What follows belongs to an exercise in optimizing a design on an open flow for small area, a short achievable clock period and few clock cycles; a production flow would make more cautious choices. In this exercise RTL edits were held to simulation tests only and were not proved equivalent to the original. Power figures rest on the tool's default switching activity, not on a simulated workload.

==> design/flow/design.v <==
module tlvcrc16 (
    input  wire        clk,
    input  wire        rst,
    input  wire        bus_req,
    input  wire        bus_we,
    input  wire [12:0] bus_addr,
    input  wire [1:0]  bus_size,
    input  wire [31:0] bus_wdata,
    output reg         bus_ack,
    output reg         bus_err,
    output reg  [31:0] bus_rdata
);
    localparam E_VALUE_TOO_LONG = 4'd1;
    localparam E_ILLEGAL        = 4'd2;
    localparam E_SEQUENCE       = 4'd3;
    localparam E_INVALID_TAG    = 4'd4;
    localparam E_OVERFLOW       = 4'd5;
    localparam OP_NOP       = 4'h0;
    localparam OP_CLEAR     = 4'h1;
    localparam OP_CRC_INIT  = 4'h2;
    localparam OP_CRC_BYTE  = 4'h3;
    localparam OP_CRC_EMIT  = 4'h4;
    localparam OP_FLD_OPEN  = 4'h5;
    localparam OP_FLD_BYTE  = 4'h6;
    localparam OP_FLD_CLOSE = 4'h7;
    localparam OP_CMP_OPEN  = 4'h8;
    localparam OP_CMP_CLOSE = 4'h9;
    localparam OP_OUT_BYTE  = 4'hA;
    reg [15:0] crc;
    reg        fopen;
    reg [15:0] ftag;
    reg [6:0]  flen;
    reg        copen;
    reg [15:0] ctag;
    reg [6:0]  clen;
    reg [8:0]  olen;
    reg        fault;
    reg [3:0]  errcode;
    reg [31:0] errcmd;
    reg [8:0]  cpos;       
    reg [8:0]  vpos;       
    reg [15:0] racc;       
    reg        busy;       
    reg [7:0]  fcnt;
    reg [15:0] dfix;
    reg [2047:0] obuf;
    reg [7:0]  pidx;       
    reg [7:0]  rd0, rd1;   
    reg        v0, v1;
    function [15:0] crc_step;
        input [15:0] c;
        input [7:0]  b;
        integer i;
        reg [15:0] r;
        begin
            r = c ^ {b, 8'h00};
            for (i = 0; i < 8; i = i + 1)
                r = r[15] ? ((r << 1) ^ 16'h1021) : (r << 1);
            crc_step = r;
        end
    endfunction
    function [7:0] hex_char;
        input [3:0] n;
        begin
            hex_char = (n <= 4'd9) ? (8'h30 + {4'h0, n}) : (8'h41 + {4'h0, n} - 8'd10);
        end
    endfunction
    function is_digit;
        input [7:0] c;
        begin
            is_digit = (c >= 8'h30) && (c <= 8'h39);
        end
    endfunction
    function [23:0] dec2_tab;
        input [6:0] n;
        begin
            case (n)
                7'd0: dec2_tab = {4'd0, 4'd0, 16'h33C6};
                7'd1: dec2_tab = {4'd0, 4'd1, 16'hF301};
                7'd2: dec2_tab = {4'd0, 4'd2, 16'h872C};
                7'd3: dec2_tab = {4'd0, 4'd3, 16'hBBDB};
                7'd4: dec2_tab = {4'd0, 4'd4, 16'hAA64};
                7'd5: dec2_tab = {4'd0, 4'd5, 16'h3500};
                7'd6: dec2_tab = {4'd0, 4'd6, 16'hBE74};
                7'd7: dec2_tab = {4'd0, 4'd7, 16'h75C6};
                7'd8: dec2_tab = {4'd0, 4'd8, 16'h7066};
                7'd9: dec2_tab = {4'd0, 4'd9, 16'h77D2};
                7'd10: dec2_tab = {4'd1, 4'd0, 16'hA5C2};
                7'd11: dec2_tab = {4'd1, 4'd1, 16'h243A};
                7'd12: dec2_tab = {4'd1, 4'd2, 16'h9143};
                7'd13: dec2_tab = {4'd1, 4'd3, 16'hABF9};
                7'd14: dec2_tab = {4'd1, 4'd4, 16'h8516};
                7'd15: dec2_tab = {4'd1, 4'd5, 16'h7F09};
                7'd16: dec2_tab = {4'd1, 4'd6, 16'hB75E};
                7'd17: dec2_tab = {4'd1, 4'd7, 16'h790D};
                7'd18: dec2_tab = {4'd1, 4'd8, 16'h489F};
                7'd19: dec2_tab = {4'd1, 4'd9, 16'h637F};
                7'd20: dec2_tab = {4'd2, 4'd0, 16'h8F2D};
                7'd21: dec2_tab = {4'd2, 4'd1, 16'h20BF};
                7'd22: dec2_tab = {4'd2, 4'd2, 16'h347F};
                7'd23: dec2_tab = {4'd2, 4'd3, 16'h3ED4};
                7'd24: dec2_tab = {4'd2, 4'd4, 16'hCBB0};
                7'd25: dec2_tab = {4'd2, 4'd5, 16'h7446};
                7'd26: dec2_tab = {4'd2, 4'd6, 16'h47B9};
                7'd27: dec2_tab = {4'd2, 4'd7, 16'hA5B7};
                7'd28: dec2_tab = {4'd2, 4'd8, 16'h5768};
                7'd29: dec2_tab = {4'd2, 4'd9, 16'h4B0D};
                7'd30: dec2_tab = {4'd3, 4'd0, 16'h120C};
                7'd31: dec2_tab = {4'd3, 4'd1, 16'h6735};
                7'd32: dec2_tab = {4'd3, 4'd2, 16'hAF04};
                7'd33: dec2_tab = {4'd3, 4'd3, 16'hDC20};
                7'd34: dec2_tab = {4'd3, 4'd4, 16'h0F5B};
                7'd35: dec2_tab = {4'd3, 4'd5, 16'h83AE};
                7'd36: dec2_tab = {4'd3, 4'd6, 16'h0317};
                7'd37: dec2_tab = {4'd3, 4'd7, 16'hC3F8};
                7'd38: dec2_tab = {4'd3, 4'd8, 16'hC508};
                7'd39: dec2_tab = {4'd3, 4'd9, 16'h6F4D};
                7'd40: dec2_tab = {4'd4, 4'd0, 16'h8F77};
                7'd41: dec2_tab = {4'd4, 4'd1, 16'hD1B4};
                7'd42: dec2_tab = {4'd4, 4'd2, 16'hD0C2};
                7'd43: dec2_tab = {4'd4, 4'd3, 16'h4E91};
                7'd44: dec2_tab = {4'd4, 4'd4, 16'h34A1};
                7'd45: dec2_tab = {4'd4, 4'd5, 16'h7F2E};
                7'd46: dec2_tab = {4'd4, 4'd6, 16'hE77F};
                7'd47: dec2_tab = {4'd4, 4'd7, 16'h1828};
                7'd48: dec2_tab = {4'd4, 4'd8, 16'h02E3};
                7'd49: dec2_tab = {4'd4, 4'd9, 16'hD134};
                7'd50: dec2_tab = {4'd5, 4'd0, 16'hD3B5};
                7'd51: dec2_tab = {4'd5, 4'd1, 16'h355E};
                7'd52: dec2_tab = {4'd5, 4'd2, 16'hB8D3};
                7'd53: dec2_tab = {4'd5, 4'd3, 16'h69B4};
                7'd54: dec2_tab = {4'd5, 4'd4, 16'hB204};
                7'd55: dec2_tab = {4'd5, 4'd5, 16'hC25E};
                7'd56: dec2_tab = {4'd5, 4'd6, 16'h1700};
                7'd57: dec2_tab = {4'd5, 4'd7, 16'hF580};
                7'd58: dec2_tab = {4'd5, 4'd8, 16'h0F16};
                7'd59: dec2_tab = {4'd5, 4'd9, 16'h5CA0};
                7'd60: dec2_tab = {4'd6, 4'd0, 16'h036F};
                7'd61: dec2_tab = {4'd6, 4'd1, 16'h24BF};
                7'd62: dec2_tab = {4'd6, 4'd2, 16'hEFE2};
                7'd63: dec2_tab = {4'd6, 4'd3, 16'h3093};
                7'd64: dec2_tab = {4'd6, 4'd4, 16'hDE6B};
                7'd65: dec2_tab = {4'd6, 4'd5, 16'h0D2C};
                7'd66: dec2_tab = {4'd6, 4'd6, 16'hC775};
                7'd67: dec2_tab = {4'd6, 4'd7, 16'hE65C};
                7'd68: dec2_tab = {4'd6, 4'd8, 16'hC12D};
                7'd69: dec2_tab = {4'd6, 4'd9, 16'h91CB};
                7'd70: dec2_tab = {4'd7, 4'd0, 16'hF33E};
                7'd71: dec2_tab = {4'd7, 4'd1, 16'hC3FC};
                7'd72: dec2_tab = {4'd7, 4'd2, 16'h896E};
                7'd73: dec2_tab = {4'd7, 4'd3, 16'h9FAD};
                7'd74: dec2_tab = {4'd7, 4'd4, 16'h26AE};
                7'd75: dec2_tab = {4'd7, 4'd5, 16'h0BD8};
                7'd76: dec2_tab = {4'd7, 4'd6, 16'hCA5B};
                7'd77: dec2_tab = {4'd7, 4'd7, 16'hBF9E};
                7'd78: dec2_tab = {4'd7, 4'd8, 16'h5F93};
                7'd79: dec2_tab = {4'd7, 4'd9, 16'h672D};
                7'd80: dec2_tab = {4'd8, 4'd0, 16'h744F};
                7'd81: dec2_tab = {4'd8, 4'd1, 16'h2926};
                7'd82: dec2_tab = {4'd8, 4'd2, 16'hB06D};
                7'd83: dec2_tab = {4'd8, 4'd3, 16'h2B3B};
                7'd84: dec2_tab = {4'd8, 4'd4, 16'h8D24};
                7'd85: dec2_tab = {4'd8, 4'd5, 16'hBA88};
                7'd86: dec2_tab = {4'd8, 4'd6, 16'h1665};
                7'd87: dec2_tab = {4'd8, 4'd7, 16'h4598};
                7'd88: dec2_tab = {4'd8, 4'd8, 16'h45DC};
                7'd89: dec2_tab = {4'd8, 4'd9, 16'h31F5};
                7'd90: dec2_tab = {4'd9, 4'd0, 16'h9A30};
                7'd91: dec2_tab = {4'd9, 4'd1, 16'h3DFA};
                7'd92: dec2_tab = {4'd9, 4'd2, 16'h6848};
                7'd93: dec2_tab = {4'd9, 4'd3, 16'h225F};
                7'd94: dec2_tab = {4'd9, 4'd4, 16'h2A2D};
                7'd95: dec2_tab = {4'd9, 4'd5, 16'hD519};
                7'd96: dec2_tab = {4'd9, 4'd6, 16'h30B7};
                7'd97: dec2_tab = {4'd9, 4'd7, 16'hD924};
                7'd98: dec2_tab = {4'd9, 4'd8, 16'h3F89};
                7'd99: dec2_tab = {4'd9, 4'd9, 16'hC7DA};
                default: dec2_tab = 24'd0;
            endcase
        end
    endfunction
    wire        word_ok  = (bus_size == 2'd2) && (bus_addr[1:0] == 2'b00);
    wire        is_cmd   = (bus_size == 2'd2) && (bus_addr == 13'h0000);
    wire        in_obuf  = bus_addr[12] && (bus_addr[11:10] == 2'b00);
    wire        in_regs  = !bus_addr[12] && (bus_addr[11:6] == 6'd0) &&
                           (bus_addr[5:2] >= 4'd1) && (bus_addr[5:2] <= 4'd8);
    wire        rd_obuf  = !bus_we && word_ok && in_obuf;
    wire [31:0] w      = bus_wdata;
    wire [3:0]  op     = w[31:28];
    wire [7:0]  opb    = w[7:0];
    wire [15:0] opt    = w[15:0];
    reg legal;
    always @(*) begin
        case (op)
            OP_NOP, OP_CLEAR, OP_CRC_INIT, OP_CRC_EMIT, OP_FLD_CLOSE, OP_CMP_CLOSE:
                legal = (w[27:0] == 28'd0);
            OP_CRC_BYTE, OP_FLD_BYTE, OP_OUT_BYTE:
                legal = (w[27:8] == 20'd0);
            OP_FLD_OPEN, OP_CMP_OPEN:
                legal = (w[27:16] == 12'd0);
            default:
                legal = 1'b0;
        endcase
    end
    wire tag_ok = is_digit(opt[15:8]) && is_digit(opt[7:0]);
    wire ovf_emit  = (olen > 9'd252);                     
    wire ovf_ftop  = (vpos > 9'd256);                     
    wire vtl_fcmp  = ({1'b0, clen} + {1'b0, flen} > 8'd95);  
    wire ovf_cmp   = (cpos > 9'd256);                     
    wire out_full  = olen[8];                             
    wire flen_max  = (flen == 7'd99);
    reg [3:0] chk;
    always @(*) begin
        chk = 4'd0;
        case (op)
            OP_CRC_EMIT:
                if (fopen || copen)                chk = E_SEQUENCE;
                else if (ovf_emit)                 chk = E_OVERFLOW;
            OP_FLD_OPEN:
                if (fopen)                         chk = E_SEQUENCE;
                else if (!tag_ok)                  chk = E_INVALID_TAG;
            OP_FLD_BYTE:
                if (!fopen)                        chk = E_SEQUENCE;
                else if (flen_max)                 chk = E_VALUE_TOO_LONG;
            OP_FLD_CLOSE:
                if (!fopen)                        chk = E_SEQUENCE;
                else if (copen) begin
                    if (vtl_fcmp)                  chk = E_VALUE_TOO_LONG;
                end else begin
                    if (ovf_ftop)                  chk = E_OVERFLOW;
                end
            OP_CMP_OPEN:
                if (copen || fopen)                chk = E_SEQUENCE;
                else if (!tag_ok)                  chk = E_INVALID_TAG;
            OP_CMP_CLOSE:
                if (!copen || fopen)               chk = E_SEQUENCE;
                else if (ovf_cmp)                  chk = E_OVERFLOW;
            OP_OUT_BYTE:
                if (fopen || copen)                chk = E_SEQUENCE;
                else if (out_full)                 chk = E_OVERFLOW;
            default:
                chk = 4'd0;
        endcase
    end
    wire is_clear = (w == 32'h10000000);
    wire cmd      = bus_req && bus_we && is_cmd && !busy;
    wire exec     = cmd && !fault && legal && (chk == 4'd0);
    wire raise    = cmd && !fault && !(legal && (chk == 4'd0));
    wire fix_start = bus_req && bus_we && !busy && !fault && (fopen || copen) &&
                     (op == OP_CRC_INIT || op == OP_CRC_BYTE);
    wire [6:0]  hlen = fopen ? flen : clen;           
    wire [15:0] htag = fopen ? ftag : ctag;
    wire [23:0] tab  = dec2_tab(hlen);
    wire [31:0] hdr  = {htag, 4'h3, tab[23:20], 4'h3, tab[19:16]};
    wire [31:0] hexs = {hex_char(crc[15:12]), hex_char(crc[11:8]),
                        hex_char(crc[7:4]), hex_char(crc[3:0])};
    wire [31:0] quad = (fopen || copen) ? hdr : hexs;
    wire [8:0]  hpos = (fopen && copen) ? cpos : olen;
    wire op_b1  = (op == OP_FLD_BYTE) || (op == OP_OUT_BYTE);
    wire op_b4  = (op == OP_FLD_CLOSE) || (op == OP_CMP_CLOSE) || (op == OP_CRC_EMIT);
    wire wen    = exec && (op_b1 || op_b4);
    wire [8:0]  wpos = (op == OP_FLD_BYTE) ? vpos : hpos;
    wire [1:0]  wr   = wpos[1:0];
    wire [7:0]  wb0 = op_b1 ? opb : quad[31:24];
    wire [7:0]  wb1 = quad[23:16];
    wire [7:0]  wb2 = quad[15:8];
    wire [7:0]  wb3 = quad[7:0];
    reg  [7:0]  lane [0:3];
    always @(*) begin
        case (wr)
            2'd0: begin lane[0] = wb0; lane[1] = wb1; lane[2] = wb2; lane[3] = wb3; end
            2'd1: begin lane[0] = wb3; lane[1] = wb0; lane[2] = wb1; lane[3] = wb2; end
            2'd2: begin lane[0] = wb2; lane[1] = wb3; lane[2] = wb0; lane[3] = wb1; end
            default: begin lane[0] = wb1; lane[1] = wb2; lane[2] = wb3; lane[3] = wb0; end
        endcase
    end
    reg [3:0] la, lb;
    integer j;
    always @(*) begin
        for (j = 0; j < 4; j = j + 1) begin
            la[j] = wen && (j >= wr) && (op_b4 || (j == wr));
            lb[j] = wen && op_b4 && (j < wr);
        end
    end
    wire [6:0] wword = wpos[8:2];
    genvar gk, gj;
    generate
        for (gk = 0; gk < 64; gk = gk + 1) begin : ow
            wire sel_a = (wword == gk);
            wire sel_b;
            if (gk > 0) begin : nb
                assign sel_b = (wword == gk - 1);
            end else begin : fb
                assign sel_b = 1'b0;
            end
            for (gj = 0; gj < 4; gj = gj + 1) begin : ob
                always @(posedge clk)
                    if ((sel_a && la[gj]) || (sel_b && lb[gj]))
                        obuf[(4*gk+gj)*8 +: 8] <= lane[gj];
            end
        end
    endgenerate
    wire [7:0]  ridx  = bus_addr[9:2];
    wire        match = (ridx == pidx);
    wire        hit   = match && (pidx[0] ? v1 : v0);
    wire [6:0]  idx1  = pidx[7:1];
    wire [7:0]  idx0  = {1'b0, pidx[7:1]} + {7'd0, pidx[0]};
    wire [7:0]  b0    = obuf[{idx0[6:0], 1'b0} * 8 +: 8];
    wire [7:0]  b1    = obuf[{idx1, 1'b1} * 8 +: 8];
    wire        m0    = ({idx0, 1'b0} < olen);
    wire        m1    = ({1'b0, idx1, 1'b1} < olen);
    reg [31:0] regv;
    always @(*) begin
        case (bus_addr[5:2])
            4'd1: regv = {24'd0, errcode, 1'b0, fault, copen, fopen};
            4'd2: regv = {16'd0, crc};
            4'd3: regv = {23'd0, olen};
            4'd4: regv = {25'd0, flen};
            4'd5: regv = {25'd0, clen};
            4'd6: regv = {16'd0, ftag};
            4'd7: regv = {16'd0, ctag};
            default: regv = errcmd;
        endcase
    end
    always @(*) begin
        if (busy)
            bus_ack = (fcnt == 8'd0);
        else
            bus_ack = !(fix_start || (bus_req && rd_obuf && !hit));
        if (bus_we)
            bus_err = !is_cmd;
        else
            bus_err = !(word_ok && (in_regs || in_obuf));
        if (bus_addr[12])
            bus_rdata = {24'd0, bus_addr[2] ? rd1 : rd0};
        else
            bus_rdata = regv;
    end
    wire [15:0] crc_b    = crc_step(crc, opb);
    wire [15:0] racc_b   = crc_step(racc, opb);
    wire [15:0] racc_base = copen ? racc : crc;
    wire [15:0] racc_open = crc_step(crc_step(crc_step(crc_step(racc_base, opt[15:8]), opt[7:0]), 8'h00), 8'h00);
    wire [15:0] racc_y   = racc ^ tab[15:0];
    wire [8:0]  kfix     = (fopen ? vpos : cpos) - olen;
    reg [15:0] crc_n;
    always @(*) begin
        crc_n = crc;
        if (exec) begin
            case (op)
                OP_CRC_INIT: crc_n = 16'hFFFF;
                OP_CRC_BYTE: crc_n = crc_b;
                default: ;
            endcase
        end
    end
    always @(posedge clk) begin
        if (rst || (cmd && is_clear)) begin
            crc     <= 16'hFFFF;
            fopen   <= 1'b0;
            ftag    <= 16'h0000;
            flen    <= 7'd0;
            copen   <= 1'b0;
            ctag    <= 16'h0000;
            clen    <= 7'd0;
            olen    <= 9'd0;
            fault   <= 1'b0;
            errcode <= 4'd0;
            errcmd  <= 32'd0;
            busy    <= 1'b0;
        end else if (busy) begin
            if (fcnt == 8'd0) begin
                busy <= 1'b0;
                racc <= racc ^ dfix;
            end else begin
                fcnt <= fcnt - 8'd1;
                dfix <= crc_step(dfix, 8'h00);
            end
        end else begin
            if (fix_start) begin
                busy <= 1'b1;
                fcnt <= kfix[7:0];
                dfix <= crc ^ crc_n;
            end
            if (raise) begin
                fault   <= 1'b1;
                errcode <= legal ? chk : E_ILLEGAL;
                errcmd  <= w;
            end
            if (exec) begin
                crc <= crc_n;
                case (op)
                    OP_CRC_EMIT:
                        olen <= olen + 9'd4;
                    OP_FLD_OPEN: begin
                        fopen <= 1'b1;
                        ftag  <= opt;
                        flen  <= 7'd0;
                        racc  <= racc_open;
                        vpos  <= (copen ? cpos : olen) + 9'd4;
                    end
                    OP_FLD_BYTE: begin
                        flen <= flen + 7'd1;
                        vpos <= vpos + 9'd1;
                        racc <= racc_b;
                    end
                    OP_FLD_CLOSE: begin
                        fopen <= 1'b0;
                        flen  <= 7'd0;
                        if (copen) begin
                            racc <= racc_y;
                            clen <= clen + flen + 7'd4;
                            cpos <= vpos;
                        end else begin
                            crc  <= racc_y;
                            olen <= vpos;
                        end
                    end
                    OP_CMP_OPEN: begin
                        copen <= 1'b1;
                        ctag  <= opt;
                        clen  <= 7'd0;
                        racc  <= racc_open;
                        cpos  <= olen + 9'd4;
                    end
                    OP_CMP_CLOSE: begin
                        copen <= 1'b0;
                        clen  <= 7'd0;
                        crc   <= racc_y;
                        olen  <= cpos;
                    end
                    OP_OUT_BYTE: begin
                        olen <= olen + 9'd1;
                        crc  <= crc_b;
                    end
                    default: ;
                endcase
            end
        end
    end
    always @(posedge clk) begin
        rd0 <= m0 ? b0 : 8'd0;
        rd1 <= m1 ? b1 : 8'd0;
        if (rst || (cmd && is_clear)) begin
            pidx <= 8'd0;
            v0   <= 1'b0;
            v1   <= 1'b0;
        end else if (bus_req && bus_we) begin
            v0 <= 1'b0;
            v1 <= 1'b0;
        end else if (bus_req && rd_obuf && !match) begin
            pidx <= ridx;
            v0   <= 1'b0;
            v1   <= 1'b0;
        end else if (bus_req && rd_obuf && hit) begin
            pidx <= pidx + 8'd1;
            if (pidx[0]) v1 <= 1'b0;
            else         v0 <= 1'b0;
            if (pidx[0]) v0 <= 1'b1;
            else         v1 <= 1'b1;
        end else begin
            v0 <= 1'b1;
            v1 <= 1'b1;
        end
    end
endmodule
==> design/flow/run.sh <==
#!/bin/bash
# synth_recipe.tcl (not shown) runs the flow's synth.tcl, then flattens the netlist and writes it again
# the make line also repeats each setting of config.mk as NAME=value (left out here)
make -C /OpenROAD-flow-scripts/flow DESIGN_CONFIG=/design/flow/config.mk WORK_HOME=/design/flow/orfs CLKGATE_MAP_FILE= SYNTH_SCRIPT=/design/flow/synth_recipe.tcl finish
==> design/flow/config.mk <==
export PLATFORM = sky130hd
export DESIGN_NAME = tlvcrc16
export DESIGN_NICKNAME = tlvcrc16
export VERILOG_FILES = /design/flow/design.v
export SDC_FILE = /design/flow/constraint.sdc
export NUM_CORES = 4
export LEC_CHECK = 0
export CAP_MARGIN = 20
export CORE_MARGIN = 2
export CORE_UTILIZATION = 40
export SLEW_MARGIN = 20
==> design/flow/constraint.sdc <==
create_clock -name core_clock -period 10.0 [get_ports {clk}]
set_input_delay 2.0000 -clock core_clock [delete_from_list [all_inputs] [get_ports {clk}]]
set_output_delay 2.0000 -clock core_clock [all_outputs]
set_load 0.01 [all_outputs]
==> impl_metrics.env, run 1 <==
export IMPL_avgViaCountPerCell=6.34
export IMPL_cts_buffers=224
export IMPL_synthDistinctLibCells=105
export IMPL_ys_async_sr_fraction=0
export IMPL_reg2reg_to="obuf[1656]"
export IMPL_critPathCaptureType="output port"
export IMPL_syn_num_nets=6034
export IMPL_yosysSeqAreaShare=0.672
export IMPL_outcome="complete, no violations"
export IMPL_ant_nets=0
export IMPL_drtIter0Drc=8766
export IMPL_insertion_delay_ps=880
export IMPL_path_class="in -> out"
export IMPL_grt_start_max_net_pins=168
export IMPL_drive_gt1_frac=0.200
export IMPL_firstDrtPassIters=8
export IMPL_setup_viol=0
export IMPL_cts_root_buf="clkbuf_16"
export IMPL_synth_edff_count=2106
export IMPL_hold_viol=0
export IMPL_dp_hpwl_um=202000
export IMPL_critPathTopFamily="buffers and inverters"
export IMPL_place_congestion=0.931
export IMPL_gr_total_overflow=0
export IMPL_nFillCells=20873
export IMPL_synth_top_cell_area_share=0.644
export IMPL_cts_clk_slew_worst_paths_ps=60
export IMPL_synth_avg_cell_area_sq_um=16.6
export IMPL_grt_pass1_wl_um=445000
export IMPL_period_minus_slack_ps=7420
export IMPL_finalSetupTns_ps=0
export IMPL_final_area_sq_um=110000
export IMPL_total_power_mw=18.9
export IMPL_max_freq_mhz=135
export IMPL_post_drt_wl_per_cell_um=33.8
export IMPL_cp_data_required_time_ps=8000
export IMPL_reg2reg_depth=11
export IMPL_synth_area_sq_um=98200
export IMPL_critPathSlowestCell="clkdlybuf4s50_1"
export IMPL_vias=59202
export IMPL_rsz0062_at_grt="no"
export IMPL_timing_hold_ws_ps=446
export IMPL_cts_buffer_depth=3
export IMPL_cts_resized=0
export IMPL_slew_viol_final=0
export IMPL_multi_input_comb_area_sq_um=30800
export IMPL_max_stage_delay_ps=850
export IMPL_synth_area_leader_cell="edfxtp_1"
export IMPL_synth_ff_type="edfxtp_1"
export IMPL_fp_dieH_um=500
export IMPL_path_cells="clkdlybuf4s50_1 -> buf_4 -> nand2_1 -> nor3_1 -> a222oi_1 -> o31ai_1 -> a2111oi_0 -> a21oi_1 -> clkdlybuf4s50_1"
export IMPL_skew_ps=66.2
export IMPL_postCtsSetupRepairBufs=0
export IMPL_rows=181
export IMPL_crit_path_frequent_cell="clkdlybuf4s50_1"
export IMPL_ys_seq_elements=2242
export IMPL_comb_power_share=0.026
export IMPL_hold_class="reg -> reg"
export IMPL_p_clk_frac=0.436
export IMPL_intPower_mw=14.9
export IMPL_boundaryPins=85
export IMPL_maxCapViolCount=0
export IMPL_grtUsageTotal=0.248
export IMPL_cts_tree="built"
export IMPL_ctsHoldBuffers=0
export IMPL_start_kind="input port"
export IMPL_hold_path_end="errcmd[21]"
export IMPL_whs_path_depth=2
export IMPL_utilization=0.452
export IMPL_areaGrowthSynthToFinish_pct=12.1
export IMPL_seq_power_share=0.538
export IMPL_place_area_sq_um=103000
export IMPL_wirelength_um=315000
export IMPL_slew_headroom=0.237
export IMPL_worstReg2RegStart="fopen"
export IMPL_h_tree_depth=4
export IMPL_arrival_ps=5420
export IMPL_start_util=0.403
export IMPL_nets=6056
export IMPL_port_buffers=84
export IMPL_netlist_instances=5912
export IMPL_leakagePower_nw=33.5
export IMPL_grt_pass1_vias=57479
export IMPL_ys_warnings_count=2
export IMPL_peakVddDrop_v=0.000181
export IMPL_r2r_slack_ps=3710
export IMPL_p_sw_mw=3.95
export IMPL_die_area_sq_um=250000
export IMPL_power_density_nw_per_um2=172
export IMPL_coreArea_sq_um=244000
export IMPL_remaining_drc_errors=0
export IMPL_period_share=0.742
export IMPL_cp_num_buf_inv=3
export IMPL_clock_sinks=2242
export IMPL_switching_share=0.209
export IMPL_die_w_um=500
export IMPL_final_seq_area_sq_um=66000
export IMPL_min_from="errcmd[21]"
export IMPL_synth_area_top_cells="edfxtp_1, mux4_2, dfxtp_1"
export IMPL_antenna_found_initial=19
export IMPL_worstMarginPinSlew_ps=1140
export IMPL_cp_max_fo=14
-- cell usage in the layout, fill, tap and decap left out, types with 84 or more instances in the layout --
| cell | count |
|---|---|
| nor2_1 | 341 |
| edfxtp_1 | 2106 |
| dfxtp_1 | 128 |
| xnor2_1 | 141 |
| mux2i_1 | 85 |
| buf_4 | 134 |
| clkdlybuf4s50_1 | 84 |
| nand2_1 | 481 |
| nand3_1 | 100 |
| o22ai_1 | 147 |
| a21oi_1 | 233 |
| mux4_2 | 642 |
| clkbuf_16 | 226 |
| o21ai_0 | 136 |
-- sequential cells by signal (all words and copies together) (netlist names), 3 cells and up --
name,cells
clen,7
vpos,9
racc,16
crc,16
dfix,16
pidx,8
fcnt,8
cpos,9
errcmd,32
errcode,3
ftag,16
obuf,2048
flen,7
rd0,8
rd1,8
olen,9
ctag,16
-- stage by stage --
| stage | instances | setup slack, ps |
|---|---|---|
| 2_1_floorplan | 5912 | 3010 |
| 3_3_place_gp | 8909 | 2210 |
| 3_5_place_dp | 8910 | 2060 |
| 4_1_cts | 9323 | 2370 |
| 5_1_grt | 9327 | 2390 |
| 6_report | 9332 | 2580 |
-- synth_stat cells, types with 14 or more instances --
| cell type | count |
|---|---|
| edfxtp_1 | 2106 |
| mux4_2 | 642 |
| nand2_1 | 482 |
| nor2_1 | 347 |
| clkbuf_1 | 241 |
| a21oi_1 | 238 |
| o22ai_1 | 147 |
| o21ai_0 | 145 |
| xnor2_1 | 144 |
| dfxtp_1 | 136 |
| buf_2 | 107 |
| mux2i_1 | 104 |
| nand3_1 | 102 |
| xor2_1 | 78 |
| nor3_1 | 67 |
| ha_1 | 64 |
| buf_1 | 55 |
| inv_1 | 55 |
| and2_1 | 51 |
| a31oi_1 | 44 |
| and3_1 | 34 |
| nand2b_1 | 29 |
| a211oi_1 | 26 |
| a311oi_1 | 26 |
| o211ai_1 | 23 |
| o21a_1 | 23 |
| a221oi_1 | 21 |
| a22oi_1 | 18 |
| a32oi_1 | 18 |
| nor4_1 | 18 |
| a222oi_1 | 16 |
| nor2b_1 | 16 |
| o31ai_1 | 16 |
| buf_4 | 14 |
| o221ai_1 | 14 |
-- power groups by stage --
stage	combinational (mW)	sequential [mW]	clock, mW
detailed placement	0.482	10.4	0
global route	0.515	10.1	8.69
floorplan	0.287	10.4	0
global placement	0.482	10.4	0
finish	0.492	10.2	8.24
CTS	0.486	10.2	8.34
-- worst max-delay path by stage --
stage | slack [ps] | startpoint | cells after the start | end
2_1_floorplan | 3010 | bus_wdata[30] | 9 | obuf[1026]
3_3_place_gp | 2210 | bus_wdata[8] | 11 | obuf[377]
3_5_place_dp | 2060 | bus_wdata[9] | 11 | obuf[381]
4_1_cts | 2370 | bus_addr[2] | 9 | bus_rdata[0]
5_1_grt | 2390 | bus_addr[2] | 9 | bus_rdata[6]
6_report | 2580 | bus_addr[2] | 9 | bus_rdata[6]
-- per-layer routing --
metal  global-route usage  part of all wire
met5                    0           0.00023
met4               0.0953             0.041
met3               0.0575              0.11
met2                0.382              0.46
met1                0.344              0.39
-- cell type report --
type	count	area share
Sequential cell	2242	0.599
Multi-Input combinational cell	3186	0.280
Clock buffer	271	0.0532
Tap cell	3202	0.0364
Timing Repair Buffer	223	0.0178
Clock inverter	142	0.0116
Inverter	57	0.00197
Antenna cell	9	0.000205
-- cell families after synthesis --
kind of cell,after synthesis,share of synthesized area
DFF,2242,0.672
and+or+nand+nor,1215,0.0554
AOI/OAI and AO/OA,900,0.0596
muxes,764,0.160
buffers and inverters,484,0.0212
xor gates and xnor gates,235,0.0224
adders and majority gates,72,0.00968
-- worst min-delay path, delay by kind of cell, from the launching register on --
family             cells  cell delay (ps)
AOI/OAI and AO/OA      1               50
DFF                    1              300
and+or+nand+nor        1               50
Testbench counts, summed over its fixed seeds: cycles 13,460.
==> run 2, diff against run 1 <==
--- a/design/flow/config.mk
+++ b/design/flow/config.mk
@@ -10,2 +10,3 @@
 export CORE_UTILIZATION = 40
+export SETUP_SLACK_MARGIN = 5
 export SLEW_MARGIN = 20
==> impl_metrics.env, run 2 <==
export IMPL_outcome="complete, no violations"
export IMPL_dp_hpwl_um=198000
export IMPL_synth_top_cell_area_share=0.644
export IMPL_drive_gt1_frac=0.302
export IMPL_cts_buffer_depth=3
export IMPL_h_tree_depth=4
export IMPL_hold_class="reg -> reg"
export IMPL_slew_headroom=0.200
export IMPL_vias=59739
export IMPL_areaGrowthSynthToFinish_pct=18.6
export IMPL_cts_tree="built"
export IMPL_skew_ps=60.7
export IMPL_grtUsageTotal=0.253
export IMPL_synth_most_common_cell="edfxtp_1"
export IMPL_finalSetupTns_ps=0
export IMPL_power_density_nw_per_um2=167
export IMPL_period_minus_slack_ps=5810
export IMPL_die_w_um=500
export IMPL_synth_avg_cell_area_sq_um=16.6
export IMPL_place_congestion=0.959
export IMPL_cts_root_buf="clkbuf_16"
export IMPL_setup_viol=0
export IMPL_instances_no_fill=9510
export IMPL_grt_pass1_wl_um=453000
export IMPL_ant_nets=0
export IMPL_worstMarginPinSlew_ps=1180
export IMPL_final_common_cell="edfxtp_1"
export IMPL_boundaryPins=85
export IMPL_top_register="obuf"
export IMPL_cts_buffers=224
export IMPL_critPathCaptureType="output port"
export IMPL_clock_sinks=2242
export IMPL_rsz0062_at_grt="yes"
export IMPL_arrival_ps=3810
export IMPL_avgViaCountPerCell=6.28
export IMPL_ys_seq_elements=2242
export IMPL_largest_reg_flops=2048
export IMPL_port_buffers=84
export IMPL_total_power_mw=19.4
export IMPL_maxCapViolCount=0
export IMPL_start_kind="input port"
export IMPL_path_class="in -> out"
export IMPL_antenna_found_initial=7
export IMPL_post_drt_wl_per_cell_um=33.8
export IMPL_layout_common_cells="edfxtp_1, mux4_2, nand2_1"
export IMPL_coreArea_sq_um=244000
export IMPL_cts_clk_slew_worst_paths_ps=50
export IMPL_reg_largest_list="obuf x2048, errcmd x32"
export IMPL_start_util=0.403
export IMPL_yosysSeqAreaShare=0.672
export IMPL_gr_total_overflow=0
export IMPL_synth_area_sq_um=98200
export IMPL_peakVddDrop_v=0.000199
export IMPL_synth_ff_type="edfxtp_1"
export IMPL_grt_pass1_vias=58507
export IMPL_remaining_drc_errors=0
export IMPL_cp_max_fo=4
export IMPL_firstDrtPassIters=8
export IMPL_synth_edff_count=2106
export IMPL_cp_data_required_time_ps=8000
export IMPL_synthDistinctLibCells=105
export IMPL_synth_area_leader_cell="edfxtp_1"
export IMPL_slew_viol_final=0
export IMPL_grt_start_max_net_pins=121
export IMPL_rows=181
export IMPL_nets=6230
export IMPL_fp_dieH_um=500
export IMPL_syn_num_nets=6034
export IMPL_worstReg2RegStart="fopen"
export IMPL_critPathLaunch="bus_we"
export IMPL_synth_common_cells="edfxtp_1, mux4_2, nand2_1, nor2_1, clkbuf_1"
export IMPL_min_from="errcmd[23]"
export IMPL_ys_warnings_count=2
export IMPL_die_area_sq_um=250000
export IMPL_max_freq_mhz=172
export IMPL_ys_async_sr_fraction=0
export IMPL_wirelength_um=322000
export IMPL_insertion_delay_ps=880
export IMPL_hold_viol=0
export IMPL_synth_area_top_cells="edfxtp_1, mux4_2, dfxtp_1"
export IMPL_netlist_instances=5912
export IMPL_dp_cells=8909
export IMPL_leakagePower_nw=35.5
export IMPL_r2r_slack_ps=4970
export IMPL_drtIter0Drc=8528
export IMPL_period_share=0.581
run 2: cells by family after synthesis:
| kind of cell | Yosys count | share of synthesized area |
|---|---|---|
| multiplexers | 764 | 0.160 |
| XOR/XNOR | 235 | 0.0224 |
| flip-flops | 2242 | 0.672 |
| buffers and inverters | 484 | 0.0212 |
| adder cells (fa/ha/maj) | 72 | 0.00968 |
| AO/OA/AOI/OAI | 900 | 0.0596 |
| AND/OR/NAND/NOR | 1215 | 0.0554 |
run 2: path summary, 6_finish.rpt:
path                            cells after the start         end
worst min-delay path                                2  errcmd[23]
worst min register to register                      2  errcmd[23]
worst max-delay path                                7     bus_ack
worst max register to register                     12     racc[6]
run 2: power by group:
group	switching, mW	internal, mW
sequential	0.00114	10.2
clock	3.70	4.94
combinational	0.400	0.217
run 2: per-layer routing:
layer / GRT usage / up-vias / part of all wire
li1: - / 24209 / -
met3: 0.0502 / 693 / 0.095
met4: 0.119 / 0 / 0.055
met2: 0.394 / 3610 / 0.46
met1: 0.343 / 31227 / 0.39
met5: 0 / - / 0
run 2: metrics by stage:
step	util	setup slack [ps]	hold WS (ps)	area, sq um
final	0.478	4190	445	116000
after global routing	0.478	4200	466	116000
after CTS	0.474	4200	450	116000
after detailed placement	0.423	2190	441	103000
after global placement	0.423	2330	437	103000
after floorplan	-	4510	427	98800
run 2: layout make-up:
class / count / area, sq um
clock inverter: 169 / 1940
fill: 20256 / 127000
inverter: 57 / 221
multi-input combinational: 3194 / 34200
sequential: 2242 / 66000
tap: 3202 / 4010
antenna: 3 / 7.51
timing repair buffer: 388 / 4390
clock buffer: 254 / 5720
timing repair inverter: 1 / 5.00
run 2: repair_timing:
item / in CTS / in global routing
gates resized for setup: 932 / 98
cloned: 19 / 4
endpoints found under the setup margin: 4240 / 3189
setup buffers: 114 / 38
hold buffers: 0 / 0
pin swaps: 81 / 43
run 2: worst max-delay path: stages:
cell and delay, ps:
clkdlybuf4s50_1 650, nand2_2 220, nor2_2 270, a31oi_2 200, o21ai_2 100, nand2b_1 160
buf_2 190
==> run 3, diff against run 2 <==
--- a/design/flow/design.v
+++ b/design/flow/design.v
@@ -46,5 +46,3 @@
     reg [2047:0] obuf;
-    reg [7:0]  pidx;       
-    reg [7:0]  rd0, rd1;   
-    reg        v0, v1;
+    reg [3:0]  ph;         
     function [15:0] crc_step;
@@ -258,2 +256,3 @@
     wire [8:0]  hpos = (fopen && copen) ? cpos : olen;
+    wire [3:0]  ph_n = ph + 4'd1;
     wire op_b1  = (op == OP_FLD_BYTE) || (op == OP_OUT_BYTE);
@@ -262,3 +261,5 @@
     wire [8:0]  wpos = (op == OP_FLD_BYTE) ? vpos : hpos;
-    wire [1:0]  wr   = wpos[1:0];
+    wire [3:0]  wq   = wpos[3:0] - ph_n;           
+    wire [1:0]  wr   = wq[1:0];
+    wire [4:0]  wk   = wpos[8:4];                  
     wire [7:0]  wb0 = op_b1 ? opb : quad[31:24];
@@ -276,18 +277,21 @@
     end
-    reg [3:0] la, lb;
-    integer j;
+    reg [15:0] sa, sb;
+    reg [3:0]  sj;
+    reg [4:0]  so;
+    integer q;
     always @(*) begin
-        for (j = 0; j < 4; j = j + 1) begin
-            la[j] = wen && (j >= wr) && (op_b4 || (j == wr));
-            lb[j] = wen && op_b4 && (j < wr);
+        for (q = 0; q < 16; q = q + 1) begin
+            sj = q[3:0] - wq;
+            so = {1'b0, wpos[3:0]} + {1'b0, sj};
+            sa[q] = wen && (op_b4 ? (sj < 4'd4) : (sj == 4'd0)) && !so[4];
+            sb[q] = wen && (op_b4 ? (sj < 4'd4) : (sj == 4'd0)) && so[4];
         end
     end
-    wire [6:0] wword = wpos[8:2];
-    genvar gk, gj;
+    genvar gk, gq;
     generate
-        for (gk = 0; gk < 64; gk = gk + 1) begin : ow
-            wire sel_a = (wword == gk);
+        for (gk = 0; gk < 16; gk = gk + 1) begin : ow
+            wire sel_a = (wk == gk);
             wire sel_b;
             if (gk > 0) begin : nb
-                assign sel_b = (wword == gk - 1);
+                assign sel_b = (wk == gk - 1);
             end else begin : fb
@@ -295,6 +299,8 @@
             end
-            for (gj = 0; gj < 4; gj = gj + 1) begin : ob
+            for (gq = 0; gq < 16; gq = gq + 1) begin : ob
                 always @(posedge clk)
-                    if ((sel_a && la[gj]) || (sel_b && lb[gj]))
-                        obuf[(4*gk+gj)*8 +: 8] <= lane[gj];
+                    if ((sel_a && sa[gq]) || (sel_b && sb[gq]))
+                        obuf[(16*gk+gq)*8 +: 8] <= lane[gq % 4];
+                    else
+                        obuf[(16*gk+gq)*8 +: 8] <= obuf[(16*gk+(gq+1)%16)*8 +: 8];
             end
@@ -302,11 +308,10 @@
     endgenerate
+    always @(posedge clk) begin
+        if (rst) ph <= 4'd0;
+        else     ph <= ph_n;
+    end
     wire [7:0]  ridx  = bus_addr[9:2];
-    wire        match = (ridx == pidx);
-    wire        hit   = match && (pidx[0] ? v1 : v0);
-    wire [6:0]  idx1  = pidx[7:1];
-    wire [7:0]  idx0  = {1'b0, pidx[7:1]} + {7'd0, pidx[0]};
-    wire [7:0]  b0    = obuf[{idx0[6:0], 1'b0} * 8 +: 8];
-    wire [7:0]  b1    = obuf[{idx1, 1'b1} * 8 +: 8];
-    wire        m0    = ({idx0, 1'b0} < olen);
-    wire        m1    = ({1'b0, idx1, 1'b1} < olen);
+    wire        hit   = (ridx[3:0] == ph);
+    wire [7:0]  tapb  = obuf[{ridx[7:4], 4'd0} * 8 +: 8];
+    wire        tapm  = ({1'b0, ridx} < olen);
     reg [31:0] regv;
@@ -334,3 +339,3 @@
         if (bus_addr[12])
-            bus_rdata = {24'd0, bus_addr[2] ? rd1 : rd0};
+            bus_rdata = {24'd0, tapm ? tapb : 8'd0};
         else
@@ -438,27 +443,2 @@
         end
-    end
-    always @(posedge clk) begin
-        rd0 <= m0 ? b0 : 8'd0;
-        rd1 <= m1 ? b1 : 8'd0;
-        if (rst || (cmd && is_clear)) begin
-            pidx <= 8'd0;
-            v0   <= 1'b0;
-            v1   <= 1'b0;
-        end else if (bus_req && bus_we) begin
-            v0 <= 1'b0;
-            v1 <= 1'b0;
-        end else if (bus_req && rd_obuf && !match) begin
-            pidx <= ridx;
-            v0   <= 1'b0;
-            v1   <= 1'b0;
-        end else if (bus_req && rd_obuf && hit) begin
-            pidx <= pidx + 8'd1;
-            if (pidx[0]) v1 <= 1'b0;
-            else         v0 <= 1'b0;
-            if (pidx[0]) v0 <= 1'b1;
-            else         v1 <= 1'b1;
-        end else begin
-            v0 <= 1'b1;
-            v1 <= 1'b1;
-        end
     end
==> impl_metrics.env, run 3 <==
export IMPL_synthDistinctLibCells=104
export IMPL_coreArea_sq_um=222000
export IMPL_cts_root_buf="clkbuf_16"
export IMPL_ys_async_sr_fraction=0
export IMPL_ctsHoldBuffers=0
export IMPL_synth_avg_cell_area_sq_um=11.5
export IMPL_place_area_sq_um=98600
export IMPL_cts_tree="built"
export IMPL_synth_edff_count=58
export IMPL_drive_gt1_frac=0.506
export IMPL_die_area_sq_um=227000
export IMPL_start_kind="input port"
export IMPL_wirelength_um=371000
export IMPL_total_power_mw=21.4
export IMPL_post_drt_wl_per_cell_um=32.2
export IMPL_slew_viol_final=0
export IMPL_arrival_ps=4640
export IMPL_cts_buffer_depth=3
export IMPL_hold_viol=0
export IMPL_ys_seq_elements=2220
export IMPL_period_share=0.664
export IMPL_rsz0062_at_grt="yes"
export IMPL_skew_ps=151
export IMPL_critPathTopFamily="compound AO/OA/AOI/OAI gates"
export IMPL_firstDrtPassIters=9
export IMPL_grt_pass1_vias=67241
export IMPL_max_freq_mhz=151
export IMPL_cts_buffers=222
export IMPL_path_class="in -> out"
export IMPL_critPathCaptureType="output port"
export IMPL_worstMarginPinSlew_ps=1310
export IMPL_grt_start_max_net_pins=71
export IMPL_final_common_cell="dfxtp_1"
export IMPL_instances_no_fill=11535
export IMPL_vias=67146
export IMPL_areaGrowthSynthToFinish_pct=40.1
export IMPL_met2_usage=0.472
export IMPL_layout_common_cells="dfxtp_1, mux2_4, mux2_2"
export IMPL_rows=173
export IMPL_maxCapViolCount=0
export IMPL_synth_top_cell_area_share=0.485
export IMPL_reg_largest_list="obuf x2048, errcmd x32"
export IMPL_hold_class="reg -> reg"
export IMPL_nets=8532
export IMPL_grt_pass1_wl_um=513000
export IMPL_ys_warnings_count=2
export IMPL_max_stage_delay_ps=610
export IMPL_outcome="complete, no violations"
export IMPL_grt_use_met3=0.0822
export IMPL_cp_num_buf_inv=3
export IMPL_critPathSlowestCell="o21ai_2"
export IMPL_min_from="obuf[1455]"
export IMPL_top_register="obuf"
export IMPL_slew_headroom=0.126
export IMPL_die_w_um=476
export IMPL_drtIter0Drc=7130
export IMPL_worstReg2RegStart="copen"
export IMPL_avgViaCountPerCell=5.82
export IMPL_ant_nets=0
export IMPL_h_tree_depth=4
export IMPL_antenna_found_initial=14
export IMPL_path_cells="clkdlybuf4s50_1 -> buf_6 -> or2_4 -> o21ai_2 -> o22ai_1 -> o32ai_4 -> buf_2"
export IMPL_period_minus_slack_ps=6640
export IMPL_timing_hold_ws_ps=372
export IMPL_clock_sinks=2220
export IMPL_cp_data_required_time_ps=8000
export IMPL_dp_cells=10478
export IMPL_leakagePower_nw=54.0
export IMPL_netlist_instances=7762
export IMPL_boundaryPins=85
export IMPL_cp_max_fo=13
export IMPL_synth_common_cells="dfxtp_1, mux2_2, mux2_1, nand2_1, clkbuf_1"
export IMPL_finalSetupTns_ps=0
export IMPL_final_seq_area_sq_um=45000
export IMPL_place_congestion=0.945
export IMPL_final_area_sq_um=125000
export IMPL_grtUsageTotal=0.311
export IMPL_grt_most_used_layer="met2"
export IMPL_peakVddDrop_v=0.000187
export IMPL_start_util=0.402
export IMPL_yosysSeqAreaShare=0.504
export IMPL_remaining_drc_errors=0
export IMPL_fp_dieH_um=476
export IMPL_syn_num_nets=7927
export IMPL_synth_area_sq_um=89300
export IMPL_synth_area_leader_cell="dfxtp_1"
export IMPL_met1_usage=0.392
export IMPL_critPathLaunch="bus_addr[8]"
export IMPL_synth_area_top_cells="dfxtp_1, mux2_2, mux2_1"
export IMPL_cts_clk_slew_worst_paths_ps=60
export IMPL_insertion_delay_ps=940
export IMPL_power_density_nw_per_um2=171
export IMPL_gr_total_overflow=0
export IMPL_nFillCells=17236
export IMPL_multi_input_comb_area_sq_um=55400
export IMPL_dp_hpwl_um=194000
export IMPL_r2r_slack_ps=4540
export IMPL_setup_viol=0
export IMPL_largest_reg_flops=2048
export IMPL_synth_most_common_cell="dfxtp_1"
export IMPL_synth_ff_type="dfxtp_1"
export IMPL_port_buffers=84
==> run 3: cell count changes after synthesis, sizes merged, moves of 104 or more <==
cell    previous run  this run
mux2              14      2064
mux4             642        23
buf              185        81
o21ai            152       329
clkbuf           242       442
o22ai            147        22
dfxtp            136      2162
edfxtp          2106        58
nor2             348       471
==> run 3: layout make-up <==
cell class,instances,share of cell area
Timing Repair Buffer,896,0.101
Antenna cell,8,0.000160
Clock inverter,81,0.0106
Tap cell,2975,0.0298
Sequential cell,2220,0.360
Multi-Input combinational cell,4937,0.443
Clock buffer,328,0.0519
Inverter,90,0.00309
==> run 3: path summary, 6_finish.rpt <==
path / endpoint / cells past startpoint
max reg2reg: obuf[530] / 23
min reg2reg: obuf[1447] / 1
min: obuf[1447] / 1
max: bus_rdata[1] / 7
==> run 3: per-layer routing <==
metal	share of wire	vias to the layer above
li1	-	28557
met1	0.40	33594
met2	0.43	3720
met3	0.092	1263
met4	0.079	12
met5	0.00021	-
==> run 3: logic make-up after synthesis <==
family,after synthesis,share of synthesized area
DFF,2220,0.504
muxes,2210,0.283
and+or+nand+nor,1334,0.0735
AOI/OAI and AO/OA,1031,0.0709
buffers and inverters,613,0.0275
xor gates and xnor gates,239,0.0238
adders and majority gates,115,0.0168
==> run 3: where the power goes <==
group | switching [mW] | leakage, nW | internal (mW) | total, mW
combinational | 2.53 | 32.2 | 1.09 | 3.63
clock | 3.78 | 3.80 | 5.07 | 8.85
sequential | 0.0137 | 17.9 | 8.88 | 8.90
==> run 3: worst reg2reg max path: stages (launching register included) <==
cell	delay (ps)
dfxtp_2	810
nand2_2	420
mux2i_1	260
o21ai_4	200
inv_2	60
ha_4	160
fa_2	620
inv_4	50
buf_6	120
buf_6	120
ha_4	270
ha_4	190
a21o_1	200
buf_6	130
a21o_4	240
a21oi_4	220
buf_12	160
buf_12	150
buf_16	230
nor2_4	60
a21oi_4	150
nor2_4	60
buf_12	160
mux2_4	300
==> run 3: per-stage QoR <==
stage	util	setup WS, ps
floorplan	-	3830
global placement	0.444	1450
detailed placement	0.444	1370
CTS	0.548	3520
global route	0.563	3460
finish	0.563	3360
==> run 3: timing repair <==
action,4_1_cts,5_1_grt
setup endpoints to repair,2236,2120
pin swaps,393,248
buffers inserted,464,121
gates resized for setup,2122,499
gates cloned,50,2
Testbench counts of run 3, summed over its fixed seeds: cycles 13,798.
==> run 4, diff against run 3 <==
--- a/design/flow/design.v
+++ b/design/flow/design.v
@@ -39,2 +39,3 @@
     reg [31:0] errcmd;
+    reg [2:0]  ph;         
     reg [8:0]  cpos;       
@@ -46,3 +47,2 @@
     reg [2047:0] obuf;
-    reg [3:0]  ph;         
     function [15:0] crc_step;
@@ -256,3 +256,6 @@
     wire [8:0]  hpos = (fopen && copen) ? cpos : olen;
-    wire [3:0]  ph_n = ph + 4'd1;
+    localparam RB = 3;                  
+    localparam RL = 1 << RB;
+    localparam NR = 256 / RL;
+    wire [RB-1:0] ph_n = ph + 1'b1;
     wire op_b1  = (op == OP_FLD_BYTE) || (op == OP_OUT_BYTE);
@@ -260,6 +263,6 @@
     wire wen    = exec && (op_b1 || op_b4);
-    wire [8:0]  wpos = (op == OP_FLD_BYTE) ? vpos : hpos;
-    wire [3:0]  wq   = wpos[3:0] - ph_n;           
-    wire [1:0]  wr   = wq[1:0];
-    wire [4:0]  wk   = wpos[8:4];                  
+    wire [8:0]    wpos = (op == OP_FLD_BYTE) ? vpos : hpos;
+    wire [RB-1:0] wq   = wpos[RB-1:0] - ph_n;      
+    wire [1:0]    wr   = wq[1:0];
+    wire [8-RB:0] wk   = wpos[8:RB];               
     wire [7:0]  wb0 = op_b1 ? opb : quad[31:24];
@@ -277,12 +280,14 @@
     end
-    reg [15:0] sa, sb;
-    reg [3:0]  sj;
-    reg [4:0]  so;
+    reg [RL-1:0] sa, sb;
+    reg [RB-1:0] sj;
+    reg [RB:0]   so;
+    reg          st;
     integer q;
     always @(*) begin
-        for (q = 0; q < 16; q = q + 1) begin
-            sj = q[3:0] - wq;
-            so = {1'b0, wpos[3:0]} + {1'b0, sj};
-            sa[q] = wen && (op_b4 ? (sj < 4'd4) : (sj == 4'd0)) && !so[4];
-            sb[q] = wen && (op_b4 ? (sj < 4'd4) : (sj == 4'd0)) && so[4];
+        for (q = 0; q < RL; q = q + 1) begin
+            sj = q[RB-1:0] - wq;
+            so = {1'b0, wpos[RB-1:0]} + {1'b0, sj};
+            st = wen && (op_b4 ? (sj < 3'd4) : (sj == 3'd0));
+            sa[q] = st && !so[RB];
+            sb[q] = st && so[RB];
         end
@@ -291,3 +296,3 @@
     generate
-        for (gk = 0; gk < 16; gk = gk + 1) begin : ow
+        for (gk = 0; gk < NR; gk = gk + 1) begin : ow
             wire sel_a = (wk == gk);
@@ -299,8 +304,7 @@
             end
-            for (gq = 0; gq < 16; gq = gq + 1) begin : ob
+            for (gq = 0; gq < RL; gq = gq + 1) begin : ob
+                wire [7:0] wd = (gq % 2) ? lane[gq % 4] : ~lane[gq % 4];
                 always @(posedge clk)
-                    if ((sel_a && sa[gq]) || (sel_b && sb[gq]))
-                        obuf[(16*gk+gq)*8 +: 8] <= lane[gq % 4];
-                    else
-                        obuf[(16*gk+gq)*8 +: 8] <= obuf[(16*gk+(gq+1)%16)*8 +: 8];
+                    obuf[(RL*gk+gq)*8 +: 8] <= ~(((sel_a && sa[gq]) || (sel_b && sb[gq])) ?
+                                                 wd : obuf[(RL*gk+(gq+1)%RL)*8 +: 8]);
             end
@@ -309,9 +313,14 @@
     always @(posedge clk) begin
-        if (rst) ph <= 4'd0;
+        if (rst) ph <= {RB{1'b0}};
         else     ph <= ph_n;
     end
-    wire [7:0]  ridx  = bus_addr[9:2];
-    wire        hit   = (ridx[3:0] == ph);
-    wire [7:0]  tapb  = obuf[{ridx[7:4], 4'd0} * 8 +: 8];
-    wire        tapm  = ({1'b0, ridx} < olen);
+    wire [7:0]    ridx  = bus_addr[9:2];
+    wire          hit   = (ridx[RB-1:0] == ph);
+    wire [7:0]    tapb  = obuf[{ridx[7:RB], {RB{1'b0}}} * 8 +: 8];
+    reg  [NR-1:0] tmask;
+    integer mk;
+    always @(*)
+        for (mk = 0; mk < NR; mk = mk + 1)
+            tmask[mk] = (olen[8:RB] > mk) || ((olen[8:RB] == mk) && (olen[RB-1:0] > ph));
+    wire          tapm  = tmask[ridx[7:RB]];
     reg [31:0] regv;
--- a/design/flow/config.mk
+++ b/design/flow/config.mk
@@ -10,3 +10,3 @@
 export CORE_UTILIZATION = 40
-export SETUP_SLACK_MARGIN = 5
+export SETUP_SLACK_MARGIN = 4.3
 export SLEW_MARGIN = 20
==> impl_metrics.env, run 4 <==
export IMPL_boundaryPins=85
export IMPL_max_freq_mhz=163
export IMPL_peakVddDrop_v=0.000171
export IMPL_coreArea_sq_um=219000
export IMPL_synth_area_top_cells="dfxtp_1, mux2i_1, mux4_2"
export IMPL_grt_start_max_net_pins=72
export IMPL_finalSetupTns_ps=0
export IMPL_power_density_nw_per_um2=199
export IMPL_skew_ps=82.4
export IMPL_worstMarginPinSlew_ps=1160
export IMPL_gr_total_overflow=0
export IMPL_cp_max_fo=5
export IMPL_outcome="complete, no violations"
export IMPL_ys_warnings_count=2
export IMPL_dp_hpwl_um=193000
export IMPL_insertion_delay_ps=920
export IMPL_start_util=0.402
export IMPL_period_share=0.613
export IMPL_period_minus_slack_ps=6130
export IMPL_cts_clk_slew_worst_paths_ps=60
export IMPL_utilization=0.475
export IMPL_layout_common_cells="dfxtp_1, mux2i_1, nand2_1"
export IMPL_critPathCaptureType="output port"
export IMPL_hold_viol=0
export IMPL_yosysSeqAreaShare=0.511
export IMPL_place_ws_ps=2010
export IMPL_ant_nets=0
export IMPL_firstDrtPassIters=9
export IMPL_syn_num_nets=7946
export IMPL_cts_tree="built"
export IMPL_remaining_drc_errors=0
export IMPL_timing_hold_ws_ps=366
export IMPL_synth_avg_cell_area_sq_um=11.3
export IMPL_drtIter0Drc=8010
export IMPL_cts_buffer_depth=3
export IMPL_final_common_cell="dfxtp_1"
export IMPL_cp_data_required_time_ps=8000
export IMPL_synth_area_leader_cell="dfxtp_1"
export IMPL_synth_ff_type="dfxtp_1"
export IMPL_yosys_area_share_simple=0.0808
export IMPL_leakagePower_nw=45.8
export IMPL_setup_viol=0
export IMPL_grt_pass1_vias=63122
export IMPL_ys_seq_elements=2219
export IMPL_largest_reg_flops=2048
export IMPL_die_w_um=473
export IMPL_final_area_sq_um=104000
export IMPL_final_seq_area_sq_um=45000
export IMPL_antenna_found_initial=8
export IMPL_ys_async_sr_fraction=0
export IMPL_arrival_ps=4130
export IMPL_total_power_mw=20.7
export IMPL_synth_area_sq_um=88100
export IMPL_synth_edff_count=58
export IMPL_synth_top_cell_area_share=0.491
export IMPL_slew_headroom=0.224
export IMPL_avgViaCountPerCell=5.98
export IMPL_netlist_instances=7814
export IMPL_fp_dieH_um=473
export IMPL_synth_most_common_cell="dfxtp_1"
export IMPL_reg_largest_list="obuf x2048, errcmd x32"
export IMPL_slew_viol_final=0
export IMPL_synth_fa_ha_area_frac=0.0126
export IMPL_instances_no_fill=10946
export IMPL_grt_pass1_wl_um=477000
export IMPL_rows=172
export IMPL_synth_area_mux_share=0.270
export IMPL_top_register="obuf"
export IMPL_synth_common_cells="dfxtp_1, mux2i_1, clkbuf_1, nand2_1, a21oi_1"
export IMPL_cts_buffers=220
export IMPL_rsz0062_at_grt="yes"
export IMPL_worstReg2RegStart="fopen"
export IMPL_cts_root_buf="clkbuf_16"
export IMPL_grtUsageTotal=0.293
export IMPL_synth_top_family_by_area="multiplexers"
export IMPL_hold_class="reg -> reg"
export IMPL_multi_input_comb_area_sq_um=42600
export IMPL_clock_sinks=2219
export IMPL_die_area_sq_um=224000
export IMPL_synthDistinctLibCells=100
export IMPL_dp_cells=10361
export IMPL_synth_compound_area_share=0.0730
export IMPL_nets=8020
export IMPL_place_area_sq_um=93200
export IMPL_critPathLaunch="bus_addr[5]"
export IMPL_path_class="in -> out"
export IMPL_min_from="obuf[1992]"
export IMPL_synth_xor_area_frac=0.0235
export IMPL_h_tree_depth=4
export IMPL_nFillCells=19581
export IMPL_drive_gt1_frac=0.165
export IMPL_post_drt_wl_per_cell_um=31.3
export IMPL_layout_setup_ws_ps=3870
export IMPL_maxCapViolCount=0
export IMPL_wirelength_um=343000
export IMPL_start_kind="input port"
export IMPL_place_congestion=0.932
export IMPL_port_buffers=84
export IMPL_areaGrowthSynthToFinish_pct=18.2
export IMPL_vias=65445
-- run 4: changes by cell type after synthesis, moves of 41 or more --
cell	before	now
nand2_1	481	432
mux2i_1	122	2156
nand3_1	50	216
nor2_1	403	218
mux4_2	23	83
mux2_2	1425	29
nor3_1	43	149
mux2_1	559	0
nor2_4	20	61
mux2_4	80	0
-- run 4: cell families after synthesis --
logic type | Yosys count
XOR/XNOR | 230
flip-flops | 2219
adder cells (fa/ha/maj) | 85
multiplexers | 2270
buffers and inverters | 662
AND/OR/NAND/NOR | 1334
AO/OA/AOI/OAI | 1014
-- run 4: worst max-delay path, stage by stage --
cell	delay, ps
buf_16	160
buf_12	140
buf_16	140
mux4_2	670
mux4_2	520
inv_2	110
o221ai_4	150
buf_6	190
-- run 4: per-layer routing --
| layer | global-route usage | part of all wire |
|---|---|---|
| met1 | 0.388 | 0.41 |
| met2 | 0.446 | 0.43 |
| met3 | 0.0643 | 0.093 |
| met4 | 0.155 | 0.060 |
| met5 | 0.00389 | 0.00086 |
-- run 4: timing repair --
action / CTS / global route
endpoints found under the setup margin: 2141 / 1826
gates cloned: 28 / 8
setup buffers: 109 / 30
pin swaps: 48 / 31
resized for setup: 281 / 80
hold buffers: 0 / 0
-- run 4: final cells by class --
class | count | area share
inverters | 94 | 0.00423
repair inverters | 3 | 0.000264
clock inverters | 87 | 0.0112
clock buffers | 317 | 0.0619
multi-input cells | 4942 | 0.409
diodes | 5 | 0.000120
repair buffers | 408 | 0.0466
flip-flops and latches | 2219 | 0.432
well taps | 2871 | 0.0345
-- run 4: where the power goes --
| group | total (mW) | internal [mW] | leakage, nW | switching [mW] |
|---|---|---|---|---|
| Clock | 8.68 | 4.97 | 3.74 | 3.71 |
| Combinational | 3.17 | 0.752 | 21.9 | 2.42 |
| Sequential | 8.90 | 8.88 | 20.2 | 0.0188 |
-- run 4: path summary, 6_finish.rpt --
check / endpoint / slack (ps) / cells past startpoint
worst min register to register: obuf[1984] / 370 / 1
worst max register to register: obuf[688] / 4290 / 12
worst min-delay path: obuf[1984] / 370 / 1
worst max-delay path: bus_rdata[5] / 3870 / 8
Testbench counts of run 4, summed over its fixed seeds: cycles 13,614.
==> run 5, diff against run 4 <==
--- a/design/flow/design.v
+++ b/design/flow/design.v
@@ -40,2 +40,5 @@
     reg [2:0]  ph;         
+    reg [7:0]  rbyte;      
+    reg [7:0]  ridx_q;
+    reg        rvalid;
     reg [8:0]  cpos;       
@@ -316,11 +319,14 @@
     end
+    always @(posedge clk) begin
+        rbyte  <= cmask ? cbyte : 8'd0;
+        ridx_q <= cidx;
+        rvalid <= !rst && !(bus_req && bus_we);
+    end
     wire [7:0]    ridx  = bus_addr[9:2];
-    wire          hit   = (ridx[RB-1:0] == ph);
-    wire [7:0]    tapb  = obuf[{ridx[7:RB], {RB{1'b0}}} * 8 +: 8];
-    reg  [NR-1:0] tmask;
-    integer mk;
-    always @(*)
-        for (mk = 0; mk < NR; mk = mk + 1)
-            tmask[mk] = (olen[8:RB] > mk) || ((olen[8:RB] == mk) && (olen[RB-1:0] > ph));
-    wire          tapm  = tmask[ridx[7:RB]];
+    wire          nxt   = (ridx[RB-1:0] == ph);
+    wire [7-RB:0] cring = ridx[7:RB] + {{(7-RB){1'b0}}, nxt && (ph == {RB{1'b1}})};
+    wire [7:0]    cidx  = {cring, ph_n};
+    wire [7:0]    cbyte = ~obuf[({cring, {RB{1'b0}}} + 1) * 8 +: 8];    
+    wire          cmask = ({1'b0, cidx} < olen);
+    wire          hit   = rvalid && (ridx == ridx_q);
     reg [31:0] regv;
@@ -348,3 +354,3 @@
         if (bus_addr[12])
-            bus_rdata = {24'd0, tapm ? tapb : 8'd0};
+            bus_rdata = {24'd0, rbyte};
         else
--- a/design/flow/config.mk
+++ b/design/flow/config.mk
@@ -10,3 +10,3 @@
 export CORE_UTILIZATION = 40
-export SETUP_SLACK_MARGIN = 4.3
+export SETUP_SLACK_MARGIN = 4.6
 export SLEW_MARGIN = 20
==> impl_metrics.env, run 5 <==
export IMPL_die_w_um=482
export IMPL_layout_common_cells="dfxtp_1, mux2i_1, nand2_1"
export IMPL_synth_xor_area_frac=0.0241
export IMPL_synth_compound_area_share=0.0706
export IMPL_antenna_found_initial=5
export IMPL_cts_buffers=224
export IMPL_reg2reg_to="racc[12]"
export IMPL_leakagePower_nw=41.5
export IMPL_max_stage_delay_ps=270
export IMPL_synth_top_family_by_area="multiplexers"
export IMPL_synth_area_top_cells="dfxtp_1, mux2i_1, nor2_8"
export IMPL_netlist_instances=7859
export IMPL_cts_clk_slew_worst_paths_ps=60
export IMPL_met1_usage=0.373
export IMPL_vias=63105
export IMPL_start_kind="input port"
export IMPL_ctsHoldBuffers=0
export IMPL_place_congestion=0.938
export IMPL_cts_root_buf="clkbuf_16"
export IMPL_r2r_slack_ps=4750
export IMPL_reg_largest_list="obuf x2048, errcmd x32"
export IMPL_synthDistinctLibCells=104
export IMPL_syn_num_nets=7998
export IMPL_cts_tree="built"
export IMPL_cp_max_fo=5
export IMPL_path_class="in -> out"
export IMPL_largest_reg_flops=2048
export IMPL_synth_area_leader_cell="dfxtp_1"
export IMPL_drive_gt1_frac=0.193
export IMPL_finalSetupTns_ps=0
export IMPL_power_density_nw_per_um2=187
export IMPL_slew_headroom=0.223
export IMPL_skew_ps=95.8
export IMPL_total_power_mw=20.2
export IMPL_remaining_drc_errors=0
export IMPL_cp_num_buf_inv=6
export IMPL_critPathTopFamily="buffers and inverters"
export IMPL_met2_usage=0.408
export IMPL_top_register="obuf"
export IMPL_h_tree_depth=4
export IMPL_period_share=0.569
export IMPL_insertion_delay_ps=900
export IMPL_worstReg2RegStart="fopen"
export IMPL_critPathSlowestCell="o21ai_1"
export IMPL_critPathLaunch="bus_addr[4]"
export IMPL_grt_start_max_net_pins=91
export IMPL_nets=8050
export IMPL_ys_seq_elements=2236
export IMPL_synth_fa_ha_area_frac=0.0128
export IMPL_grt_pass1_wl_um=451000
export IMPL_drtIter0Drc=6049
export IMPL_avgViaCountPerCell=5.68
export IMPL_worstMarginPinSlew_ps=1150
export IMPL_dp_hpwl_um=187000
export IMPL_hold_class="reg -> reg"
export IMPL_outcome="complete, no violations"
export IMPL_areaGrowthSynthToFinish_pct=18.1
export IMPL_maxCapViolCount=0
export IMPL_path_cells="buf_6 -> buf_12 -> buf_8 -> buf_6 -> nor3b_4 -> buf_4 -> a22oi_1 -> o21ai_1 -> nor3b_4 -> a21oi_2 -> buf_2"
export IMPL_coreArea_sq_um=227000
export IMPL_grt_use_met3=0.0462
export IMPL_period_minus_slack_ps=5690
export IMPL_max_freq_mhz=176
export IMPL_setup_viol=0
export IMPL_whs_path_depth=1
export IMPL_grtUsageTotal=0.264
export IMPL_ant_nets=0
export IMPL_synth_common_cells="dfxtp_1, mux2i_1, a21oi_1, clkbuf_1, nand2_1"
export IMPL_yosysSeqAreaShare=0.496
export IMPL_firstDrtPassIters=6
export IMPL_start_util=0.402
export IMPL_synth_area_mux_share=0.253
export IMPL_synth_avg_cell_area_sq_um=11.6
export IMPL_critPathCaptureType="output port"
export IMPL_cts_buffer_depth=3
export IMPL_yosys_area_share_simple=0.114
export IMPL_rows=175
export IMPL_port_buffers=84
export IMPL_wirelength_um=315000
export IMPL_grt_pass1_vias=62127
export IMPL_synth_ff_type="dfxtp_1"
export IMPL_nFillCells=20219
export IMPL_synth_area_sq_um=91500
export IMPL_peakVddDrop_v=0.000176
export IMPL_synth_most_common_cell="dfxtp_1"
export IMPL_ys_warnings_count=2
export IMPL_hold_viol=0
export IMPL_final_common_cell="dfxtp_1"
export IMPL_cp_data_required_time_ps=8000
export IMPL_post_drt_wl_per_cell_um=28.4
export IMPL_hold_path_end="obuf[871]"
export IMPL_min_from="obuf[879]"
export IMPL_reg2reg_depth=12
export IMPL_synth_top_cell_area_share=0.477
export IMPL_clock_sinks=2236
export IMPL_arrival_ps=3690
export IMPL_die_area_sq_um=233000
export IMPL_rsz0062_at_grt="yes"
export IMPL_grt_most_used_layer="met2"
export IMPL_synth_edff_count=58
export IMPL_ys_async_sr_fraction=0
export IMPL_slew_viol_final=0
export IMPL_fp_dieH_um=482
export IMPL_gr_total_overflow=0
export IMPL_boundaryPins=85
run 5: area by class of cell:
cell class                 count  area [sq um]  area share
inverter                      90           355     0.00329
timing repair buffer         382          4720      0.0436
clock inverter                85          1140      0.0106
antenna                        3          7.51   0.0000695
multi-input combinational   4977         46200       0.427
sequential                  2236         45300       0.420
clock buffer                 322          6560      0.0607
tap                         3009          3760      0.0348
run 5: where the power goes:
group | internal, mW | switching, mW
logic | 0.647 | 1.88
registers | 8.95 | 0.00518
clock network | 5.08 | 3.65
run 5: what timing repair did:
action / in CTS / in global routing
gates resized for setup: 449 / 73
hold endpoints to repair: 0 / 0
setup endpoints to repair: 2129 / 1889
pin swaps: 101 / 40
buffers inserted: 106 / 16
gates cloned: 22 / 3
run 5: worst register-to-register path: cells and delay by family, from the launching register on:
| kind | cells | cell delay, ps |
|---|---|---|
| AND/OR/NAND/NOR | 1 | 130 |
| multiplexers | 2 | 570 |
| flip-flops | 1 | 660 |
| XOR/XNOR | 1 | 470 |
| buffers and inverters | 2 | 840 |
| adder cells (fa/ha/maj) | 1 | 830 |
| AO/OA/AOI/OAI | 5 | 1520 |
run 5: routing by layer:
metal  wire [um]  vias up  part of all wire
met2      139000     2667              0.44
met5          13        -          0.000041
met3       23700      592             0.075
li1            -    28179                 -
met4       10900        2             0.035
met1      142000    31665              0.45
run 5: cell families (layout without fill, tap and decap cells):
| group | Yosys count | after routing |
|---|---|---|
| AOI/OAI and AO/OA | 1031 | 1032 |
| xor gates and xnor gates | 235 | 235 |
| adders and majority gates | 89 | 89 |
| buffers and inverters | 652 | 879 |
| DFF | 2236 | 2236 |
| muxes | 2220 | 2220 |
| other | 0 | 3 |
| and+or+nand+nor | 1396 | 1401 |
run 5: worst max-delay path by stage:
stage / depth (start not counted) / endpoint / slack, ps
after floorplan: 21 / obuf[5] / 4300
after global placement: 16 / obuf[76] / 2240
after detailed placement: 16 / obuf[1641] / 2130
after CTS: 8 / bus_rdata[6] / 4360
after global routing: 8 / bus_rdata[6] / 4270
final: 11 / bus_rdata[1] / 4310
run 5: stage by stage:
| stage | cell area (sq um) | worst slack [ps] | std cells | hold WS [ps] | utilization |
|---|---|---|---|---|---|
| floorplan | 93400 | 4300 | 7859 | 387 | - |
| global placement | 97100 | 2240 | 10542 | 388 | 0.427 |
| detailed placement | 97200 | 2130 | 10546 | 392 | 0.427 |
| CTS | 108000 | 4360 | 11081 | 365 | 0.473 |
| global route | 108000 | 4270 | 11104 | 377 | 0.475 |
| finish | 108000 | 4310 | 11104 | 367 | 0.475 |
Testbench counts of run 5, summed over its fixed seeds: cycles 13,614.

Re-timed with assumed drivers on the ports (clkbuf_16 on the clock, buf_2 on other inputs), run 5 has 4.206 ns of setup slack against 4.313 ns with ideal ports, and 3.705 ns once port delays also move by the mid clock arrival of 0.943 ns.
